This design comes from an exercise in tuning for small area, a short achievable clock period and few clock cycles on the open sky130 flow, not from production work.
Only simulation tests tie the RTL to the original design; equivalence was not proved.
Power is estimated from default activity; no workload was simulated.

== the baseline ==
==> flow/design.v (excerpt) <==
module corr_engine #(
    parameter TIMEOUT_TICKS = 10,
    parameter SEQ_RESET     = 0
) (
    input  wire       clk,
    input  wire       rst,           
    input  wire       cmd_valid,
    output wire       cmd_ready,
    input  wire [1:0] cmd_op,        
    input  wire [7:0] cmd_seq,       
    output reg        ev_valid,
    input  wire       ev_ready,
    output reg  [3:0] ev_code,
    output reg  [7:0] ev_seq
);
For scale: ~2000 cells after synthesis, about 510 flip-flops, roughly 28 I/O pins, ~0.023 mm2 of cells after synthesis.
clock: 7.5 ns
lec_check: 0
cap_margin: 20
core_margin: 2
core_utilization: 40
setup_slack_margin: 4.55
slew_margin: 20
standard.sh (not shown) runs the stock make flow with config.mk's settings and CLKGATE_MAP_FILE= SYNTH_SCRIPT=/design/flow/synth_recipe.tcl, a recipe that flattens the netlist after the stock synthesis.
==> flow/flow/run.sh <==
#!/bin/bash
# The standard layout (the standard.sh, all steps), except that the
# buffers buffer_ports puts on every input and output port are
# sky130_fd_sc_hd__buf_2 cells instead of the tool's default choice.
# The full output of the flow goes to standard.log in this folder; the
# per-step tool logs stay under orfs/logs as standard.sh writes them.
export BUFFER_PORTS_ARGS="-buffer_cell sky130_fd_sc_hd__buf_2"
bash standard.sh > standard.log 2>&1
Testbench counts of the baseline, summed over its fixed seeds: cycles 25,325.
## Diff of input files: the candidate against the baseline
--- a/flow/design.v
+++ b/flow/design.v
@@ -29,24 +29,22 @@
     reg  [7:0]   seq_ctr;
     reg          s_v;
     reg  [1:0]   s_op;
     reg  [7:0]   s_seq;
     reg          c_v;
     reg          c_send, c_res, c_tick;
     reg  [7:0]   c_seq;              
     reg  [15:0]  c_row, c_col;       
     reg          c_spec;             
     reg          last_rej;           
     reg          tk;                 
-    reg          t_ok;               
-    reg          t_lastrow;          
     reg          b_v;
     reg  [3:0]   b_code;
     reg  [7:0]   b_seq;
     reg  [7:0]   ctr_nx;             
     reg  [15:0]  m_reg;
     reg  [3:0]   m_row;
     reg  [7:0]   ep_start [0:NE-1];
     reg  [NE-1:0] ep_used;
     reg  [NE-1:0] ep_wrap;
     wire [255:0] vext = {1'b0, pend_valid};
     wire [15:0]  rowdata;
@@ -107,27 +105,27 @@
     wire hit       = hit_raw || (c_send && force_rej);
     wire send_try  = exec_sr && c_send && !force_rej;    
     wire send_ok   = send_try && !hit_raw;
     wire s_a       = send_try && ep_used[0] && (ep_wrap[0] || ctr_nx == ep_start[0] || ctr_nx == ep_start[1]);
     reg  [NE-1:0] f_hit;
     always @* begin
         for (i = 0; i < NE; i = i + 1)
             f_hit[i] = ctr_chg && (seq_ctr == ep_start[i]);
     end
     wire t_act     = c_v && c_tick && !x_stale;
     wire t_empty   = !tk && x_empty;
-    wire t_rowok   = tk || t_ok;
+    wire t_rowok   = tk || (r == x_first);
     wire m_room    = !m_any;
     wire t_read    = t_act && !t_empty && t_rowok && m_room;
     wire t_reload  = t_act && !t_empty && !t_rowok;
-    wire t_last    = t_read && t_lastrow;
+    wire t_last    = t_read && (r == x_last);
     wire t_done    = (t_act && t_empty) || t_last;
     wire t_adv     = t_read && !t_last;
     wire c_nop     = c_v && !(c_send || c_res || c_tick);    
     wire c_done    = exec_sr || t_done || c_nop;
     wire c_load    = !c_v || c_done;
     assign cmd_ready = !s_v;
     wire   cmd_fire  = cmd_valid && !s_v;
     wire       n_v   = s_v || cmd_valid;
     wire [1:0] n_op  = s_v ? s_op  : cmd_op;
     wire [7:0] n_seq = s_v ? s_seq : cmd_seq;
     wire [7:0] ctr_inc  = ctr_nx;
@@ -148,29 +146,26 @@
     end
     wire [3:0] eh_code = m_any ? EV_TIMEOUT : c_send ? EV_SEND_REJECTED : EV_RESPONSE;
     wire [3:0] em_code = m_any ? EV_TIMEOUT : c_send ? EV_SEND_ACCEPTED : EV_UNMATCHED;
     wire [7:0] eh_seq  = m_any ? {m_row, m_col} : c_send ? REASON_SEQ_BUSY : c_seq;
     wire [7:0] em_seq  = m_any ? {m_row, m_col} : c_seq;
     wire [3:0] e_code  = hit ? eh_code : em_code;
     wire [7:0] e_seq   = hit ? eh_seq  : em_seq;
     wire [3:0] hh_code = b_v ? b_code : eh_code;
     wire [3:0] hm_code = b_v ? b_code : em_code;
     wire [7:0] hh_seq  = b_v ? b_seq  : eh_seq;
     wire [7:0] hm_seq  = b_v ? b_seq  : em_seq;
-    reg         rst_q;
-    always @(posedge clk)
-        rst_q <= rst;
     wire        wen  = (exec_sr && !(c_send && force_rej)) || t_read;
-    wire        wval = c_send && !rst_q;
-    wire [15:0] wrow = {16{rst_q}} | ({16{wen}} & c_row);
-    wire [15:0] wcol = {16{rst_q}} | (t_read ? rmask : c_col);
+    wire        wval = c_send && !rst;
+    wire [15:0] wrow = {16{rst}} | ({16{wen}} & c_row);
+    wire [15:0] wcol = {16{rst}} | (t_read ? rmask : c_col);
     generate
         for (gr = 0; gr < 16; gr = gr + 1) begin : g_wr
             for (gc = 0; gc < 16; gc = gc + 1) begin : g_wc
                 if (16*gr + gc < 255) begin : g_bit
                     always @(posedge clk)
                         if (wrow[gr] && wcol[gc])
                             pend_valid[16*gr + gc] <= wval;
                 end
             end
         end
     endgenerate
@@ -192,31 +187,22 @@
         end
         if (exec_sr && c_send)
             last_rej <= hit;
         if (!b_v) begin
             b_code <= e_code;
             b_seq  <= e_seq;
         end
         if (t_read)
             m_row <= r;
         x_stale <= t_done || s_a || sa_d;
         sa_d    <= s_a;
-        if (c_load) begin
-            t_ok      <= !x_stale && !(t_done || s_a || sa_d);
-            t_lastrow <= (x_first == x_last);
-        end else if (t_reload) begin
-            t_ok      <= 1'b1;
-            t_lastrow <= (x_first == x_last);
-        end else if (t_adv) begin
-            t_lastrow <= (r_next == x_last);
-        end
         if (rst) begin
             s_v      <= 1'b0;
             c_v      <= 1'b0;
             tk       <= 1'b0;
             m_reg    <= 16'd0;
             m_any    <= 1'b0;
             seq_ctr  <= SEQ_RESET;
             ctr_nx   <= SEQ_RESET + 1;
             ev_valid <= 1'b0;
             b_v      <= 1'b0;
             ep_used  <= {NE{1'b0}};
==> comparison <==
According to the power report, total power for the candidate is higher than for the baseline.
Diff the baseline -> the candidate: synthesized-area fraction occupied by and/or/nand/nor cells higher, share of the cycle needed by the critical path after routing flat, average vias per placed instance neither gained nor lost much, met2 wire length higher.
The candidate against the baseline; routed wire length per instance is down slightly.
The baseline: PASS, flow complete, no timing, DRC or antenna violations
The candidate went all the way through synthesis, placement and routing and the layout is clean on timing, DRC and antenna.
Sequential cell area: the candidate < the baseline
Compared with the baseline, the candidate shows minimum period implied by the final worst setup slack lower by 0.0061 ns.
The combinational power on the candidate is in line with that on the baseline.
Compared to the baseline, the candidate has post-CTS repair timing setup buffer count 7 lower.
Vias: the candidate more than the baseline
The maximum frequency on the candidate is in line with that on the baseline.
Power share of the combinational group essentially unchanged between the candidate and the baseline.
A most common library cell in the layout ignoring fill and taps of sky130_fd_sc_hd__edfxtp_1 is what the baseline shows, while sky130_fd_sc_hd__nor2_1 belongs to the candidate.
Buffer levels on the longest clock path essentially unchanged between the baseline and the candidate.
Testbench counts of the candidate, summed over its fixed seeds: cycles 25,242.

static timing again, ports no longer ideal:
How much do the figures lean on ideal ports? The routed layouts below were timed once more, with nothing changed but the port constraints.
Step 1, drivers: a clkbuf_16 drives clk and a buf_2 each remaining input, both assumed.
Step 2, shift: input delay + t, output delay - t, t = (earliest + latest rising clock arrival at the registers) / 2. This alone moves slack from input paths to output paths.
Three values: no drivers, after step 1, after step 2; two values: the first two.
| run | shift t [ns] | setup slack, ns | hold slack, ns |
|---|---|---|---|
| the baseline | 0.655 | 4.567 / 4.567 / 4.105 | 0.437 / 0.437 / 0.437 |
| the candidate | 0.653 | 4.573 / 4.573 / 4.049 | 0.416 / 0.416 / 0.416 |
After both steps setup and hold are still met in every run listed. For the candidate, which loses most, drivers alone change the setup slack by 0.000 ns; drivers and shift together by -0.524 ns.
